From an optimization exercise on the open Yosys and OpenROAD flow, aimed at small area; shortcuts taken in it are not production practice.
Only simulation tests tie the RTL to the original design; equivalence was not proved.
Power is estimated from default activity; no workload was simulated. The flow treats the clock pin as an ideal source, which a real chip does not have.

File: design/flow/config.mk
export PLATFORM = sky130hd
export DESIGN_NAME = motu_p2_rx
export DESIGN_NICKNAME = motu_p2_rx
export VERILOG_FILES = /design/flow/design.v
export SDC_FILE = /design/flow/constraint.sdc
export NUM_CORES = 4
export LEC_CHECK = 0
export CAP_MARGIN = 20
export CORE_MARGIN = 2
export CORE_UTILIZATION = 60
export PLACE_DENSITY = 0.7
export SLEW_MARGIN = 20
File: design/flow/constraint.sdc
create_clock -name core_clock -period 12.0 [get_ports {clk}]
set_input_delay 2.4000 -clock core_clock [delete_from_list [all_inputs] [get_ports {clk}]]
set_output_delay 2.4000 -clock core_clock [all_outputs]
set_load 0.01 [all_outputs]
File: design/flow/design.v
module motu_p2_rx (
    input  wire       clk,
    input  wire       rst,         
    input  wire [3:0] cfg_nin,     
    input  wire       in_valid,
    output reg        in_ready,
    input  wire [7:0] in_data,
    input  wire       in_sop,      
    output wire       dl_valid,
    input  wire       dl_ready,
    output wire [3:0] dl_port,
    output wire [7:0] dl_data,
    output wire       dl_last,
    output reg        rp_valid,
    output wire [1:0] rp_code,     
    output wire [7:0] rp_arg
);
    localparam [2:0] S_CLR   = 3'd0,    
                     S_WAIT  = 3'd1,
                     S_SEL   = 3'd2,
                     S_DATA  = 3'd3,
                     S_RS2   = 3'd4,    
                     S_FIXED = 3'd5,
                     S_SYSEX = 3'd6,
                     S_DLV   = 3'd7;    
    reg  [2:0] state;
    reg  [3:0] sel_port;
    reg  [6:0] len;         
    reg  [1:0] rem;         
    reg  [5:0] ph;          
    reg  [3:0] ph9;         
    reg        rp_kind;     
    reg        obv;
    reg  [7:0] ob;
    reg  [7:0] mr  [0:63];
    reg  [6:0] lr  [0:8];
    wire [6:0] lr_tap = lr[8];
    wire [7:0] cur_last = (lr_tap == 7'd0) ? 8'h00 : {1'b1, ~lr_tap};
    wire [7:0] b      = in_data;
    wire       ign    = in_sop || (b == 8'hFF);
    wire       al9    = (ph9 == sel_port);
    wire       alw    = (ph == len[5:0]);             
    wire       alr    = (ph[3:0] == len[3:0]);        
    function [1:0] cls;
        input [7:0] c;
        begin
            if (c == 8'hF0)                               cls = 2'd0;
            else if (c == 8'hF5)                          cls = 2'd1;
            else if (c[7] == 1'b0 || c[6] == 1'b0 || c[7:4] == 4'hE) cls = 2'd3;
            else                                          cls = 2'd2;
        end
    endfunction
    function [1:0] slen;
        input [7:0] c;
        begin
            if (c[7:4] == 4'hC || c[7:4] == 4'hD)         slen = 2'd2;
            else if (c[7:4] != 4'hF)                      slen = 2'd3;
            else if (c == 8'hF1 || c == 8'hF2 || c == 8'hF3) slen = 2'd2;
            else                                          slen = 2'd1;
        end
    endfunction
    always @(*) begin
        case (state)
            S_WAIT, S_SEL:           in_ready = 1'b1;
            S_DATA:                  in_ready = al9 && !(in_valid && !in_sop && !b[7]);
            S_RS2, S_FIXED, S_SYSEX: in_ready = alw;
            default:                 in_ready = 1'b0;
        endcase
    end
    wire take   = in_valid && in_ready;
    wire feed   = take && !ign;
    wire start  = (state == S_DATA) && in_valid && al9 && !ign;
    wire app    = start || (feed && (state == S_RS2 || state == S_FIXED || state == S_SEL ||
                                     (state == S_SYSEX && !len[6])));
    wire [7:0] wdata = (start && !b[7]) ? cur_last : b;
    wire       lwe  = start && b[7];
    wire [6:0] lins = (state == S_CLR) ? 7'd0 : (lwe ? ~b[6:0] : lr_tap);
    wire       xfer  = obv && dl_ready;
    wire       ld    = (state == S_DLV) && alr && (!obv || (dl_ready && !dl_last));
    reg  [7:0] tap;
    always @(*) begin
        case (len[5:4] - ph[5:4])
            2'd0: tap = mr[63];
            2'd1: tap = mr[47];
            2'd2: tap = mr[31];
            default: tap = mr[15];
        endcase
    end
    integer i;
    always @(posedge clk) begin
        mr[0] <= app ? wdata : mr[63];
        for (i = 1; i < 64; i = i + 1)
            mr[i] <= mr[i-1];
        lr[0] <= lins;
        for (i = 1; i < 9; i = i + 1)
            lr[i] <= lr[i-1];
    end
    always @(posedge clk) begin
        if (rst) begin
            state    <= S_CLR;
            ph9      <= 4'd0;
            obv      <= 1'b0;
            rp_valid <= 1'b0;
        end else begin
            ph9      <= (ph9 == 4'd8) ? 4'd0 : ph9 + 4'd1;
            rp_valid <= 1'b0;
            case (state)
                S_CLR: if (ph9 == 4'd8) state <= S_WAIT;
                S_WAIT: if (feed && b == 8'hF5) state <= S_SEL;
                S_SEL: if (feed) begin
                    if (b >= {4'd0, cfg_nin}) begin
                        rp_valid <= 1'b1;
                        rp_kind  <= 1'b1;
                        state    <= S_WAIT;
                    end else begin
                        sel_port <= b[3:0];
                        state    <= S_DATA;
                    end
                end
                S_DATA: if (start) begin
                    len <= 7'd1;
                    if (!b[7]) begin
                        rem   <= cls(cur_last);
                        state <= S_RS2;
                    end else if (b == 8'hF5) begin
                        state <= S_SEL;
                    end else if (b == 8'hF0) begin
                        rem   <= 2'd0;
                        state <= S_SYSEX;
                    end else begin
                        rem <= slen(b);
                        if (slen(b) == 2'd1) begin
                            len   <= 7'd0;
                            state <= S_DLV;
                        end else begin
                            state <= S_FIXED;
                        end
                    end
                end
                S_RS2: if (feed) begin
                    len <= 7'd2;
                    case (rem)
                        2'd0: state <= S_SYSEX;
                        2'd1: state <= S_SEL;
                        2'd2: begin len <= 7'd0; state <= S_DLV; end
                        default: state <= S_FIXED;
                    endcase
                end
                S_FIXED: if (feed) begin
                    len <= len + 7'd1;
                    if (len[1:0] + 2'd1 == rem) begin
                        len   <= 7'd0;
                        state <= S_DLV;
                    end
                end
                S_SYSEX: if (feed) begin
                    if (len[6]) begin
                        rp_valid <= 1'b1;
                        rp_kind  <= 1'b0;
                        state    <= S_WAIT;
                    end else begin
                        len <= len + 7'd1;
                        if (b == 8'hF7) begin
                            len   <= 7'd0;
                            state <= S_DLV;
                        end
                    end
                end
                S_DLV: begin
                    if (ld) begin
                        obv <= 1'b1;
                        len <= len + 7'd1;
                    end else if (xfer) begin
                        obv <= 1'b0;
                        if (dl_last) state <= S_DATA;
                    end
                end
                default: ;
            endcase
        end
        ph   <= start ? 6'd1 : ph + 6'd1;
        if (ld) ob <= tap;
    end
    assign dl_valid = obv;
    assign dl_port  = sel_port;
    assign dl_data  = ob;
    assign dl_last  = (rem == 2'd0) ? (ob == 8'hF7) : (len[1:0] == rem);
    assign rp_code  = {rp_kind, !rp_kind};
    assign rp_arg   = rp_kind ? mr[0] : {4'd0, sel_port};
endmodule
File: design/flow/flow/run.sh
#!/bin/bash
# Own layout flow: the standard flow (standard.sh) with
#  - synthesis: the standard synthesis script with an area-oriented ABC
#    recipe (flow/my_synth.tcl) and no adder-cell mapping, so adders are
#    mapped by ABC with the rest of the logic; registers are unchanged;
#  - a leaner clock tree: sink clusters of up to 35 flip-flops driven by
#    clkbuf_16 and no dummy loads;
#  - the smallest buffer (buf_1) on the ports.
# All make/tool output goes to flow_make.log here; ORFS's per-step logs stay
# under orfs/logs/.
set -euo pipefail
export FLOW_SYNTH_TCL="$PWD/synth_recipe.tcl"
bash standard.sh \
  "SYNTH_SCRIPT=$PWD/flow/my_synth.tcl" \
  "ADDER_MAP_FILE=" \
  "CTS_ARGS=-sink_clustering_enable -repair_clock_nets -dont_use_dummy_load -buf_list sky130_fd_sc_hd__clkbuf_16 -sink_clustering_size 35 -sink_clustering_max_diameter 80" \
  "BUFFER_PORTS_ARGS=-buffer_cell sky130_fd_sc_hd__buf_1" \
  finish > flow_make.log 2>&1
File: design/flow/flow/my_synth.tcl
# The standard synthesis (synth_recipe.tcl, sourced unchanged), with only the
# combinational mapping changed: ABC restructures the logic for size
# (&deepsyn, 240 s) and maps it for area (two rounds of choice networks and
# area-oriented mapping) instead of ORFS's delay-oriented script with
# buffering and upsizing. Registers are mapped and named exactly as in the
# standard synthesis, since ABC only sees the logic between them.
proc abc {args} {
  set i [lsearch -exact $args -script]
  if { $i >= 0 } {
    set args [lreplace $args $i [expr { $i + 1 }] \
      -script "+strash;&get,-n;&deepsyn,-T,240;&put;dch,-f;map,-a;strash;dch,-f;map,-a;topo"]
  }
  yosys abc {*}$args
}
source $::env(FLOW_SYNTH_TCL)
File: design/flow/standard.sh
#!/bin/bash
# synth_recipe.tcl (not shown) runs the flow's synth.tcl, then flattens the netlist and writes it again
# the make line also repeats each setting of config.mk as NAME=value (left out here)
make -C /OpenROAD-flow-scripts/flow DESIGN_CONFIG=/design/flow/config.mk WORK_HOME=/design/flow/orfs CLKGATE_MAP_FILE= SYNTH_SCRIPT=/design/flow/synth_recipe.tcl "${@:-finish}"
==> impl_metrics.toml, run 1 <==
[sta]
tightest_slew_ps = 874
fin_worst_skew_ps = 35.0
slew_violations = 0
setup_viol_count_final = 0
fin_crit_sh = 0.473
slew_headroom = 0.414
grt_setup_unrepaired = "no"
min_period_ps = 5680
tns_ps = 0
fmax_mhz = 176
hold_viol = 0

[flow_run]
maxCapViolCount = 0

[setup_path]
cpMostUsedCell = "buf_1"
crit_type = "primary input to primary output"
arrival_ps = 3280
path_buf_inv = 2
cp_slowest_cell = "buf_1"
end_kind = "primary output"
path_delay_family = "buffers and inverters"
crit_path_cell_trace = "buf_1, o21ai_0, o31ai_1, buf_1"
cp-start-kind = "primary input"
crit_fanout = 9
max_stage_delay_ps = 310
crit_required_ps = 9600

[yosys]
ys_seq_area_frac = 0.895
syn_area_sq_mm = 0.0139
syn_inst = 920
synthArstFlopShare = 0
synth_top_area_frac = 0.848
synth_seq_cells = 612
ys_types = 29
synth.area.top_cells = "dfxtp_1 85%, edfxtp_1 4.7%, nand2_1 1.7%"
synth_fp_nets = 937
yosys.area.top_type = "dfxtp_1"
synth-edff-count = 22
synthFlopType = "dfxtp_1"
ys_warn_count = 3
syn_area_per_cell_sq_um = 15.1

[route]
vias_per_cell = 4.76
dr.pass1.iters = 5
drc = 0
drt_iter0_markers = 390
ant_nets = 0
via_count = 6033
wirelength_mm = 19.1
routedWlPerCell_um = 15.0

[clock_network]
clockBufferDepth = 3
cts_setup_buffers = 0
clkLatencyLatePin_ps = 530
hold_buffers = 0
post_cts_resized = 0
path_clk_slew_ps = 110
htree_levels = 1
cts_tree = "yes"
cts.sinks = 612
cts_root_buf = "clkbuf_16"
numCtsBuffers = 21

[global_routing]
grt_pass1_vias = 5608
antenna_found_initial = 0
grt_overflow = 0
grt_pass1_wl_mm = 29.5
grt_start_max_net_pins = 36
grt_usage = 0.158

[final_layout]
nets = 1001
multiInputGateArea_sq_mm = 0.00122
area_delta_synth_final_pct = 7.44
n_antenna_cell = 0
final-seq-area_sq_mm = 0.0125
n_fill_cell = 1621
fin_area_sq_mm = 0.0150
drive_gt1_frac = 0.0265
postLayoutCoreUtil = 0.659

[placed_design]
place.port_buffers = 42
dpl_cell_area_sq_mm = 0.0144
gp_congestion = 0.867
place_hpwl_mm = 12.6

[floorplan]
num_io_pins = 43
core.rowCount = 55
die_w_um = 156
dieArea_sq_mm = 0.0244
core-area_sq_mm = 0.0227
die-height_um = 156
initial_core_util = 0.613

[min_path]
hold_class = "register to register"

[run_status]
status = "complete, no violations"

[pwr]
cellLeakagePower_nw = 5.78
power_density_mw_per_mm2 = 199
irDropWorstVdd_uv = 143
## routing by layer
layer	track usage	routed length [um]	up-vias
li1	-	-	3053
met1	0.244	9850	2814
met2	0.235	7860	137
met3	0.0266	938	29
met4	0.0384	399	0
met5	0	0	-
## cell families after synthesis
family          count (synthesis)  share of synthesized area
compound gates                 85                     0.0379
buf+inv                        63                     0.0172
simple gates                  153                     0.0450
flops                         612                      0.895
xor+xnor                        7                    0.00440
## cell type report
type                            instances  share of cell area
Sequential cell                       612               0.833
Tap cell                              285              0.0238
Multi-Input combinational cell        245              0.0813
Clock buffer                           21              0.0351
Timing Repair Buffer                   43              0.0110
Inverter                               61              0.0153
## cells in the final DEF, fill, tap and decap left out, types with 4 or more instances in the layout
master,count
a21oi_1,8
nor2_1,58
o22ai_1,14
clkinv_1,61
dfxtp_1,590
clkbuf_16,21
nand2_1,62
edfxtp_1,22
nand3_1,11
nor3_1,14
xnor2_1,5
a22oi_1,19
o21ai_0,30
nand4_1,4
buf_1,42
a31oi_1,4
## state kept, by name, summed over array words and instances (netlist names)
name	cells
len	7
lr	63
mr	512
ob	8
obv	1
ph	6
ph9	4
rem	2
rp_kind	1
rp_valid	1
sel_port	4
state	3
## Yosys cell counts (all sizes together) (5+ instances only)
cell type  instances
nand2             62
nor3              14
o21ai             30
a21oi              8
nor2              58
o22ai             14
dfxtp            590
xnor2              5
edfxtp            22
a22oi             19
nand3             11
clkinv            61
## final timing paths
path / to / cells past startpoint / from / slack, ps
max: in_ready / 4 / in_data[7] / 6320
min: mr[4][0] / 0 / mr[3][0] / 290
min reg2reg: mr[4][0] / 0 / mr[3][0] / 290
max reg2reg: len[5] / 10 / len[0] / 8420
## metrics by stage
stage	setup WS, ps	power (mW)	instances	hold WS (ps)
after floorplan	6860	2.16	920	310
after global placement	6450	2.19	1246	310
after detailed placement	6390	2.19	1246	312
after CTS	6370	3.01	1267	296
after global routing	6240	3.09	1267	295
final	6320	2.98	1267	294
## worst register-to-register path, stage by stage (launching register included)
cell       delay, ps
edfxtp_1         480
clkinv_1         170
nand2_1           90
nand4_1           90
a2111oi_0        500
a21oi_1          230
o31ai_1          500
nand2_1          160
nand2_1          150
nand2_1          100
a211oi_1         740
## power breakdown
group | total (mW) | switching [mW] | leakage, nW | internal, mW
combinational | 0.0797 | 0.0561 | 0.591 | 0.0236
clock | 0.841 | 0.522 | 0.259 | 0.319
sequential | 2.06 | 0.00961 | 4.93 | 2.05
total | 2.98 | 0.588 | 5.78 | 2.40
==> run 2: changes to the inputs <==
==> design/flow/flow/my_synth.tcl (replaced) <==
# The standard synthesis (synth_recipe.tcl, sourced unchanged), with only the
# combinational mapping changed: ABC maps for area (two rounds of choice
# networks and area-oriented mapping) instead of ORFS's delay-oriented script
# with buffering and upsizing. Registers are mapped and named exactly as in the
# standard synthesis, since ABC only sees the logic between them.
proc abc {args} {
  set i [lsearch -exact $args -script]
  if { $i >= 0 } {
    set args [lreplace $args $i [expr { $i + 1 }] \
      -script "+strash;dch,-f;map,-a;strash;dch,-f;map,-a;topo"]
  }
  yosys abc {*}$args
}
source $::env(FLOW_SYNTH_TCL)
==> run 2 against run 1 <==
Net effect:
- largest power group unchanged
- non-clock buffer count is the same
- clock-buffer cell count unchanged
- first-iteration DRC count rose by 5.4%
- clock power hardly changed
- critical path depth did not move
==> impl_metrics.toml, run 2 <==
[pwr]
p_clk_frac = 0.265
irDropWorstVdd_uv = 156
cellLeakagePower_nw = 5.76
p_seq_frac = 0.679
power_switching_uw = 678
p_int_mw = 2.50
power_density_mw_per_mm2 = 211
combPwrFrac = 0.056
swShare = 0.213

[sta]
slew_headroom = 0.268
fmax_mhz = 180
worst_slack_ps = 6430
min_period_ps = 5570
fin_crit_sh = 0.464
setup_viol_count_final = 0
hold_viol = 0
grt_setup_unrepaired = "no"
tightest_slew_ps = 1090
tns_ps = 0
slew_violations = 0
fin_worst_skew_ps = 20.9

[setup_path]
worstRegToRegCells = 14
crit_path_cell_trace = "buf_1, o21ai_0, nand4_1, buf_1"
arrival_ps = 3170
cp_slowest_cell = "o21ai_0"
r2r_setup_slack_ps = 8400
crit_fanout = 8
cp-start-kind = "primary input"
cpMostUsedCell = "buf_1"
rr_endpoint = "state[1]"
crit_required_ps = 9600
max_stage_delay_ps = 250
end_kind = "primary output"
crit_type = "primary input to primary output"
r2r-start = "len[4]"

[global_routing]
grt_overflow = 0
grt_start_max_net_pins = 36
grt_pass1_wl_mm = 30.6
antenna_found_initial = 0
grt_usage = 0.161
grt_pass1_vias = 5903

[placed_design]
post-place-ws_ps = 6460
gp_congestion = 0.874
place_hpwl_mm = 12.6
place.port_buffers = 42

[final_layout]
largest_registers = "mr: 512 flops, lr: 63 flops, ob: 8 flops"
top_register = "mr"
n_antenna_cell = 0
mostFrequentLayoutCells = "590 x dfxtp_1, 70 x nor2_1, 56 x clkinv_1"
drive_gt1_frac = 0.0241
nets = 1015
area_delta_synth_final_pct = 7.67
largest_reg_flops = 512
final_common_cell = "dfxtp_1"
postLayoutCoreUtil = 0.663

[floorplan]
core-area_sq_mm = 0.0228
core.rowCount = 55
num_io_pins = 43
initial_core_util = 0.615
die-height_um = 157
die_w_um = 157
dieArea_sq_mm = 0.0246

[yosys]
synth.area.top_cells = "dfxtp_1 84%, edfxtp_1 4.7%, nor2_1 1.9%"
ys_seq_area_frac = 0.890
syn_inst = 934
synthFlopType = "dfxtp_1"
synth_most_common_cell = "dfxtp_1"
ys_types = 29
synth_common_cells = "590 x dfxtp_1, 70 x nor2_1, 56 x clkinv_1, 54 x nand2_1, 33 x o21ai_0"
synthArstFlopShare = 0
syn_area_sq_mm = 0.0140
synth-edff-count = 22
synth_top_area_frac = 0.843
synth_fp_nets = 951
synth_seq_cells = 612
ys_warn_count = 3
yosys.area.top_type = "dfxtp_1"
syn_area_per_cell_sq_um = 15.0

[route]
vias_per_cell = 4.69
dr.pass1.iters = 5
wirelength_mm = 19.3
drt_iter0_markers = 411
via_count = 6144
ant_nets = 0
drc = 0
routedWlPerCell_um = 14.8

[clock_network]
htree_levels = 1
numCtsBuffers = 21
path_clk_slew_ps = 110
clkLatencyLatePin_ps = 540
hold_buffers = 0
cts_setup_buffers = 0
cts.sinks = 612
clockBufferDepth = 3
post_cts_resized = 0
cts_tree = "yes"
cts_root_buf = "clkbuf_16"

[run_status]
status = "complete, no violations"

[flow_run]
maxCapViolCount = 0

[min_path]
hold_end = "mr[38][7]"
hold_class = "register to register"
holdPathStages = 0
min_from = "mr[37][7]"
==> run 2: changes by cell type after synthesis, sizes merged, moves of 3 or more <==
cell and change:
o21ai +3, a211oi +7, nand2 -8, clkinv -5
o22ai -8, a21oi +6, nor4 +3, nor2 +12
a22oi -5, nand3 -5, nor3 +3, a31oi +7
==> run 2: final cells by class <==
cell class | instances | area, sq um
timing repair buffer | 43 | 165
multi-input combinational | 264 | 1330
inverter | 56 | 210
clock buffer | 21 | 526
sequential | 612 | 12500
fill | 1612 | 7680
tap | 313 | 392
==> run 2: worst max-delay path: cells and delay by family <==
family,cells,cell delay [ps]
buffers and inverters,2,340
AO/OA/AOI/OAI,1,250
AND/OR/NAND/NOR,1,180
==> run 2: metrics by stage <==
| stage | hold slack, ps | cells | power (mW) | cell area, sq um |
|---|---|---|---|---|
| 2_1_floorplan | 310 | 934 | 2.31 | 14000 |
| 3_3_place_gp | 310 | 1288 | 2.37 | 14600 |
| 3_5_place_dp | 312 | 1288 | 2.38 | 14600 |
| 4_1_cts | 317 | 1309 | 3.20 | 15100 |
| 5_1_grt | 323 | 1309 | 3.30 | 15100 |
| 6_report | 309 | 1309 | 3.18 | 15100 |
==> run 2: logic make-up (layout without fill, tap and decap cells) <==
| group | after synthesis | in the layout | synth area share |
|---|---|---|---|
| AOI/OAI and AO/OA | 94 | 94 | 0.0409 |
| xor gates and xnor gates | 10 | 10 | 0.00625 |
| buffers and inverters | 58 | 120 | 0.0158 |
| DFF | 612 | 612 | 0.890 |
| and+or+nand+nor | 160 | 160 | 0.0474 |
==> run 2: routing by layer <==
| layer | track usage | share of wire | vias up |
|---|---|---|---|
| li1 | - | - | 3119 |
| met1 | 0.246 | 0.52 | 2848 |
| met2 | 0.242 | 0.41 | 154 |
| met3 | 0.0282 | 0.050 | 23 |
| met4 | 0.0358 | 0.017 | 0 |
| met5 | 0 | 0 | - |
==> run 2: power groups by stage <==
stage               logic [mW]  registers, mW  clock network, mW
global route             0.197           2.17              0.933
floorplan                0.122           2.19                  0
CTS                      0.175           2.16              0.864
finish                   0.178           2.16              0.843
global placement         0.171           2.20                  0
detailed placement       0.174           2.20                  0
==> run 2: worst max path at each step <==
stage / endpoint / slack, ps / from
5_1_grt: in_ready / 6330 / in_data[7]
6_report: in_ready / 6430 / in_data[7]
4_1_cts: in_ready / 6450 / in_data[7]
3_5_place_dp: in_ready / 6460 / in_data[7]
3_3_place_gp: in_ready / 6510 / in_data[7]
2_1_floorplan: in_ready / 6840 / in_sop
==> run 3: changes to the inputs <==
--- a/design/flow/design.v
+++ b/design/flow/design.v
@@ -26,5 +26,5 @@
     reg  [2:0] state;
     reg  [3:0] sel_port;
-    reg  [6:0] len;         
+    reg  [5:0] len;         
     reg  [1:0] rem;         
     reg  [5:0] ph;          
@@ -36,9 +36,9 @@
     reg  [6:0] lr  [0:8];
     wire [6:0] lr_tap = lr[8];
-    wire [7:0] cur_last = (lr_tap == 7'd0) ? 8'h00 : {1'b1, ~lr_tap};
+    wire [7:0] cur_last = (lr_tap == 6'd0) ? 8'h00 : {1'b1, ~lr_tap};
     wire [7:0] b      = in_data;
     wire       ign    = in_sop || (b == 8'hFF);
     wire       al9    = (ph9 == sel_port);
-    wire       alw    = (ph == len[5:0]);             
+    wire       alw    = (ph == len);                  
     wire       alr    = (ph[3:0] == len[3:0]);        
     function [1:0] cls;
@@ -72,8 +72,8 @@
     wire start  = (state == S_DATA) && in_valid && al9 && !ign;
     wire app    = start || (feed && (state == S_RS2 || state == S_FIXED || state == S_SEL ||
-                                     (state == S_SYSEX && !len[6])));
+                                     (state == S_SYSEX && len != 6'd0)));
     wire [7:0] wdata = (start && !b[7]) ? cur_last : b;
     wire       lwe  = start && b[7];
-    wire [6:0] lins = (state == S_CLR) ? 7'd0 : (lwe ? ~b[6:0] : lr_tap);
+    wire [6:0] lins = (state == S_CLR) ? 6'd0 : (lwe ? ~b[6:0] : lr_tap);
     wire       xfer  = obv && dl_ready;
     wire       ld    = (state == S_DLV) && alr && (!obv || (dl_ready && !dl_last));
@@ -119,5 +119,5 @@
                 end
                 S_DATA: if (start) begin
-                    len <= 7'd1;
+                    len <= 6'd1;
                     if (!b[7]) begin
                         rem   <= cls(cur_last);
@@ -131,5 +131,5 @@
                         rem <= slen(b);
                         if (slen(b) == 2'd1) begin
-                            len   <= 7'd0;
+                            len   <= 6'd0;
                             state <= S_DLV;
                         end else begin
@@ -139,28 +139,28 @@
                 end
                 S_RS2: if (feed) begin
-                    len <= 7'd2;
+                    len <= 6'd2;
                     case (rem)
                         2'd0: state <= S_SYSEX;
                         2'd1: state <= S_SEL;
-                        2'd2: begin len <= 7'd0; state <= S_DLV; end
+                        2'd2: begin len <= 6'd0; state <= S_DLV; end
                         default: state <= S_FIXED;
                     endcase
                 end
                 S_FIXED: if (feed) begin
-                    len <= len + 7'd1;
+                    len <= len + 6'd1;
                     if (len[1:0] + 2'd1 == rem) begin
-                        len   <= 7'd0;
+                        len   <= 6'd0;
                         state <= S_DLV;
                     end
                 end
                 S_SYSEX: if (feed) begin
-                    if (len[6]) begin
+                    if (len == 6'd0) begin    
                         rp_valid <= 1'b1;
                         rp_kind  <= 1'b0;
                         state    <= S_WAIT;
                     end else begin
-                        len <= len + 7'd1;
+                        len <= len + 6'd1;
                         if (b == 8'hF7) begin
-                            len   <= 7'd0;
+                            len   <= 6'd0;
                             state <= S_DLV;
                         end
@@ -170,5 +170,5 @@
                     if (ld) begin
                         obv <= 1'b1;
-                        len <= len + 7'd1;
+                        len <= len + 6'd1;
                     end else if (xfer) begin
                         obv <= 1'b0;
==> design/flow/flow/my_synth.tcl (replaced) <==
# The standard synthesis (synth_recipe.tcl, sourced unchanged), with only the
# combinational mapping changed: ABC restructures the logic for size
# (&deepsyn, 240 s) and maps it for area (two rounds of choice networks and
# area-oriented mapping) instead of ORFS's delay-oriented script with
# buffering and upsizing. Registers are mapped and named exactly as in the
# standard synthesis, since ABC only sees the logic between them.
proc abc {args} {
  set i [lsearch -exact $args -script]
  if { $i >= 0 } {
    set args [lreplace $args $i [expr { $i + 1 }] \
      -script "+strash;&get,-n;&deepsyn,-T,240;&put;dch,-f;map,-a;strash;dch,-f;map,-a;topo"]
  }
  yosys abc {*}$args
}
source $::env(FLOW_SYNTH_TCL)
==> run 3 against run 2 <==
Net effect:
- critical path depth stayed put
- critical path type unchanged
- final cell count fell by 3.6%
- sequential cell count fell by 1
- combinational power fell by 51%
- highest routed layer unchanged
- first-iteration DRC count is 5.6% higher
- clock power hardly changed
- maximum frequency decreased by 0.80%
- sequential power down 5%
- worst hold slack got worse by 27 ps
- synthesized cell count shrank 2.0%
- global-route usage is 0.44 points lower
- die area shrank 0.99%
==> impl_metrics.toml, run 3 <==
[clock_network]
post_cts_resized = 0
cts_setup_buffers = 0
clkLatencyLatePin_ps = 520
htree_levels = 1
hold_buffers = 0
cts_tree = "yes"
cts.sinks = 611
clockBufferDepth = 3
cts_root_buf = "clkbuf_16"
numCtsBuffers = 21
path_clk_slew_ps = 110

[pwr]
irDropWorstVdd_uv = 136
cellLeakagePower_nw = 5.72
power_density_mw_per_mm2 = 200

[sta]
fmax_mhz = 178
slew_headroom = 0.339
slew_violations = 0
grt_setup_unrepaired = "no"
setup_viol_count_final = 0
min_period_ps = 5610
tightest_slew_ps = 981
fin_worst_skew_ps = 41.8
tns_ps = 0
hold_viol = 0
fin_crit_sh = 0.468

[yosys]
ys_types = 27
syn_area_per_cell_sq_um = 15.2
synthFlopType = "dfxtp_1"
synth-edff-count = 21
ys_warn_count = 3
synth_seq_cells = 611
synth_top_area_frac = 0.851
yosys.area.top_type = "dfxtp_1"
synth_common_cells = "590 x dfxtp_1, 71 x nor2_1, 68 x clkinv_1, 39 x nand2_1, 30 x o21ai_0"
synth_most_common_cell = "dfxtp_1"
syn_inst = 915
syn_area_sq_mm = 0.0139
synth_fp_nets = 932
ys_seq_area_frac = 0.897
synth.area.top_cells = "dfxtp_1 85%, edfxtp_1 4.5%, nor2_1 1.9%"
synthArstFlopShare = 0

[route]
ant_nets = 0
dr.pass1.iters = 5
via_count = 6025
wirelength_mm = 18.8
drc = 0
drt_iter0_markers = 434
routedWlPerCell_um = 14.9
vias_per_cell = 4.77

[floorplan]
initial_core_util = 0.613
num_io_pins = 43
core-area_sq_mm = 0.0226
die-height_um = 156
die_w_um = 156
dieArea_sq_mm = 0.0244
core.rowCount = 55

[setup_path]
crit_type = "primary input to primary output"
cp-start-kind = "primary input"
arrival_ps = 3210
crit_fanout = 8
end_kind = "primary output"
crit_required_ps = 9600

[global_routing]
grt_start_max_net_pins = 36
grt_overflow = 0
antenna_found_initial = 0
grt_pass1_vias = 5584
grt_usage = 0.157
grt_pass1_wl_mm = 29.3

[placed_design]
gp_congestion = 0.867
place_hpwl_mm = 12.6
dpl_cell_area_sq_mm = 0.0144
place.port_buffers = 42

[min_path]
hold_class = "register to register"

[final_layout]
fin_area_sq_mm = 0.0149
drive_gt1_frac = 0.0246
largest_registers = "mr: 512 flops, lr: 63 flops, ob: 8 flops"
largest_reg_flops = 512
mostFrequentLayoutCells = "590 x dfxtp_1, 71 x nor2_1, 68 x clkinv_1"
postLayoutCoreUtil = 0.659
n_antenna_cell = 0
top_register = "mr"
area_delta_synth_final_pct = 7.47
nets = 996
final_common_cell = "dfxtp_1"

[run_status]
status = "complete, no violations"

[flow_run]
maxCapViolCount = 0
[run 3: cell types whose count changed after synthesis, sizes merged, moves of 4 or more]
cell / before / now
a22oi: 14 / 8
xor2: 4 / 0
clkinv: 56 / 68
a211oi: 9 / 5
nand2: 54 / 39
o22ai: 6 / 18
a31oi: 11 / 2
[run 3: power by group]
group	switching [mW]	total, mW	internal, mW	leakage [nW]
clock	0.521	0.840	0.319	0.259
sequential	0.00703	2.06	2.05	4.95
combinational	0.0592	0.0875	0.0284	0.515
total	0.587	2.99	2.40	5.72
[run 3: worst paths after layout]
| path | from | end | slack [ps] | cells after the start |
|---|---|---|---|---|
| worst max-delay path | in_data[7] | in_ready | 6390 | 4 |
| worst min-delay path | mr[23][0] | mr[24][0] | 280 | 0 |
| worst max register to register | len[5] | len[3] | 8490 | 14 |
| worst min register to register | mr[23][0] | mr[24][0] | 280 | 0 |
[run 3: area by class of cell]
class | instances | area (sq um)
flip-flops and latches | 611 | 12400
fillers | 1617 | 7730
multi-input cells | 234 | 1170
clock buffers | 21 | 526
well taps | 285 | 357
inverters | 68 | 255
repair buffers | 43 | 165
[run 3: layer usage]
layer	GRT usage	vias to the layer above	routed length (um)
met5	0	-	0
met4	0.0494	0	398
met1	0.242	2830	9750
met3	0.0267	27	1050
li1	-	3036	-
met2	0.227	132	7620
[run 3: cell families after synthesis]
| group | Yosys count | share of synthesized area |
|---|---|---|
| buffers and inverters | 70 | 0.0192 |
| AOI/OAI and AO/OA | 92 | 0.0411 |
| DFF | 611 | 0.897 |
| xor gates and xnor gates | 5 | 0.00316 |
| and+or+nand+nor | 137 | 0.0399 |
[run 3: critical path, stage by stage]
cell     delay, ps
buf_1          330
o21ai_0        150
o21ai_0        140
buf_1          190
[run 3: stage by stage]
stage | setup slack (ps) | cells | hold WS, ps | total power, mW
after floorplan | 6720 | 915 | 310 | 2.16
after global placement | 6420 | 1241 | 310 | 2.19
after detailed placement | 6410 | 1241 | 312 | 2.19
after CTS | 6410 | 1262 | 282 | 3.01
after global routing | 6360 | 1262 | 287 | 3.09
final | 6390 | 1262 | 282 | 2.99
==> run 4: changes to the inputs <==
==> design/flow/flow/run.sh (replaced) <==
#!/bin/bash
# Own layout flow: the standard flow (standard.sh) with
#  - synthesis: the standard synthesis script with an area-oriented ABC
#    recipe (flow/my_synth.tcl) and no adder-cell mapping, so adders are
#    mapped by ABC with the rest of the logic; registers are unchanged;
#  - a leaner clock tree: sink clusters of up to 20 flip-flops driven by
#    clkbuf_8 and no dummy loads;
#  - the smallest buffer (buf_1) on the ports.
# All make/tool output goes to flow_make.log here; ORFS's per-step logs stay
# under orfs/logs/.
set -euo pipefail
export FLOW_SYNTH_TCL="$PWD/synth_recipe.tcl"
bash standard.sh \
  "SYNTH_SCRIPT=$PWD/flow/my_synth.tcl" \
  "ADDER_MAP_FILE=" \
  "CTS_ARGS=-sink_clustering_enable -repair_clock_nets -dont_use_dummy_load -buf_list sky130_fd_sc_hd__clkbuf_8 -sink_clustering_size 20 -sink_clustering_max_diameter 60" \
  "BUFFER_PORTS_ARGS=-buffer_cell sky130_fd_sc_hd__buf_1" \
  finish > flow_make.log 2>&1
==> run 4 against run 3 <==
Net effect:
- register-to-register slack better by 30 ps
- wire length is 0.54% higher
- still clean on timing, DRC and antenna
- clock-buffer cell count grew 15
- sequential power barely moved
- clock power fell by 4.8%
- critical path depth unchanged
==> impl_metrics.toml, run 4 <==
[run_status]
status = "complete, no violations"

[placed_design]
place.port_buffers = 42
place_hpwl_mm = 12.6
dpl_cell_area_sq_mm = 0.0144
gp_congestion = 0.867

[yosys]
synth.area.top_cells = "dfxtp_1 85%, edfxtp_1 4.5%, nor2_1 1.9%"
synthArstFlopShare = 0
ys_warn_count = 3
yosys.area.top_type = "dfxtp_1"
synth_common_cells = "590 x dfxtp_1, 71 x nor2_1, 68 x clkinv_1, 39 x nand2_1, 30 x o21ai_0"
syn_area_sq_mm = 0.0139
synth_most_common_cell = "dfxtp_1"
synthFlopType = "dfxtp_1"
syn_area_per_cell_sq_um = 15.2
ys_seq_area_frac = 0.897
synth_fp_nets = 932
syn_inst = 915
synth_seq_cells = 611
ys_types = 27
synth_top_area_frac = 0.851
synth-edff-count = 21

[floorplan]
initial_core_util = 0.613
die_w_um = 156
num_io_pins = 43
core.rowCount = 55
core-area_sq_mm = 0.0226
die-height_um = 156
dieArea_sq_mm = 0.0244

[sta]
slew_headroom = 0.326
grt_setup_unrepaired = "no"
tightest_slew_ps = 1000
setup_viol_count_final = 0
fmax_mhz = 178
fin_crit_sh = 0.467
tns_ps = 0
min_period_ps = 5610
fin_worst_skew_ps = 25.1
slew_violations = 0
hold_viol = 0

[clock_network]
hold_buffers = 0
path_clk_slew_ps = 110
cts.sinks = 611
numCtsBuffers = 36
clockBufferDepth = 3
clkLatencyLatePin_ps = 540
htree_levels = 2
cts_root_buf = "clkbuf_8"
post_cts_resized = 0
cts_tree = "yes"
cts_setup_buffers = 0

[pwr]
fin_total_pwr_mw = 2.95
power_density_mw_per_mm2 = 198
irDropWorstVdd_uv = 127
cellLeakagePower_nw = 5.72

[final_layout]
top_register = "mr"
nets = 1011
drive_gt1_frac = 0.0393
final_common_cell = "dfxtp_1"
n_antenna_cell = 0
fin_area_sq_mm = 0.0149
mostFrequentLayoutCells = "590 x dfxtp_1, 71 x nor2_1, 68 x clkinv_1"
largest_registers = "mr: 512 flops, lr: 63 flops, ob: 8 flops"
area_delta_synth_final_pct = 7.25
largest_reg_flops = 512
n_fill_cell = 1617
postLayoutCoreUtil = 0.657

[setup_path]
end_kind = "primary output"
path_delay_family = "buffers and inverters"
cp-start-kind = "primary input"
crit_type = "primary input to primary output"
arrival_ps = 3210
crit_required_ps = 9600
crit_path_cell_trace = "buf_1, o21ai_0, o21ai_0, buf_1"
cp_slowest_cell = "buf_1"
max_stage_delay_ps = 330
crit_fanout = 8
path_buf_inv = 2

[global_routing]
grt_start_max_net_pins = 21
grt_pass1_wl_mm = 29.6
grt_usage = 0.159
antenna_found_initial = 0
grt_pass1_vias = 5704
grt_overflow = 0

[route]
vias_per_cell = 4.79
routedWlPerCell_um = 14.8
wirelength_mm = 18.9
ant_nets = 0
dr.pass1.iters = 5
drt_iter0_markers = 444
drc = 0
via_count = 6111

[min_path]
hold_class = "register to register"

[flow_run]
maxCapViolCount = 0
-- run 4: cell count changes in the layout (fill, tap and decap cells not counted), sizes merged --
cell    change
clkbuf     +15
-- run 4: logic make-up after synthesis --
| kind of cell | after synthesis | share of synthesized area |
|---|---|---|
| compound gates | 92 | 0.0411 |
| buf+inv | 70 | 0.0192 |
| flops | 611 | 0.897 |
| simple gates | 137 | 0.0399 |
| xor+xnor | 5 | 0.00316 |
-- run 4: worst paths after layout --
| path | from | endpoint | slack (ps) | cells past startpoint |
|---|---|---|---|---|
| setup / recovery | in_data[7] | in_ready | 6390 | 4 |
| setup reg to reg | len[5] | len[1] | 8520 | 14 |
| hold reg to reg | mr[27][1] | mr[28][1] | 320 | 0 |
| hold / removal | mr[27][1] | mr[28][1] | 320 | 0 |
-- run 4: layout make-up --
type                            count  area, sq um  area share
Clock buffer                       36          495      0.0333
Sequential cell                   611        12400       0.836
Multi-Input combinational cell    234         1170      0.0785
Inverter                           68          255      0.0172
Tap cell                          285          357      0.0240
Timing Repair Buffer               43          165      0.0111
-- run 4: per-stage QoR --
stage	worst slack (ps)	hold slack, ps	instances
2_1_floorplan	6720	310	915
3_3_place_gp	6420	310	1241
3_5_place_dp	6410	312	1241
4_1_cts	6410	321	1277
5_1_grt	6340	322	1277
6_report	6390	319	1277
-- run 4: power by group --
| part | switching, mW | internal (mW) | total [mW] |
|---|---|---|---|
| Clock | 0.527 | 0.273 | 0.800 |
| Sequential | 0.00702 | 2.05 | 2.06 |
| Combinational | 0.0592 | 0.0284 | 0.0875 |
| Total | 0.593 | 2.35 | 2.95 |
-- run 4: per-layer routing --
layer | track usage | wire (um)
met5 | 0 | 0
met4 | 0.0555 | 487
met3 | 0.0356 | 1070
met2 | 0.225 | 7600
met1 | 0.243 | 9760

separate check: timing with driven ports:
Ports are ideal in the flow. The routed layouts listed here were re-timed in OpenROAD.
Step 1 (the two cells are an assumption about what drives the block):
set clk [get_ports {clk}]
set_driving_cell -lib_cell sky130_fd_sc_hd__clkbuf_16 $clk
set_driving_cell -lib_cell sky130_fd_sc_hd__buf_2 [delete_from_list [all_inputs] $clk]
Step 2, shift: input delay + t, output delay - t, t = (earliest + latest rising clock arrival at the registers) / 2. This alone moves slack from input paths to output paths.
a / b / c = ideal ports / drivers / drivers and shift; a / b = the first two.
| run | t (ns) | setup slack, ns | worst setup path at the end | latest minus earliest clock arrival (ns) | worst slew at a driven data input, ns |
|---|---|---|---|---|---|
| run 1 | 0.566 | 6.321 / 6.299 / 6.299 | input to output | 0.041 / 0.041 | 0.04 |
| run 2 | 0.575 | 6.431 / 6.407 / 6.407 | input to output | 0.027 / 0.028 | 0.06 |
| run 3 | 0.560 | 6.386 / 6.365 / 6.365 | input to output | 0.074 / 0.074 | 0.03 |
| run 4 | 0.573 | 6.392 / 6.371 / 6.371 | input to output | 0.034 / 0.034 | 0.03 |
After both steps setup and hold are still met in every run listed. For run 2, which loses most, drivers alone change the setup slack by -0.024 ns; drivers and shift together by -0.024 ns.
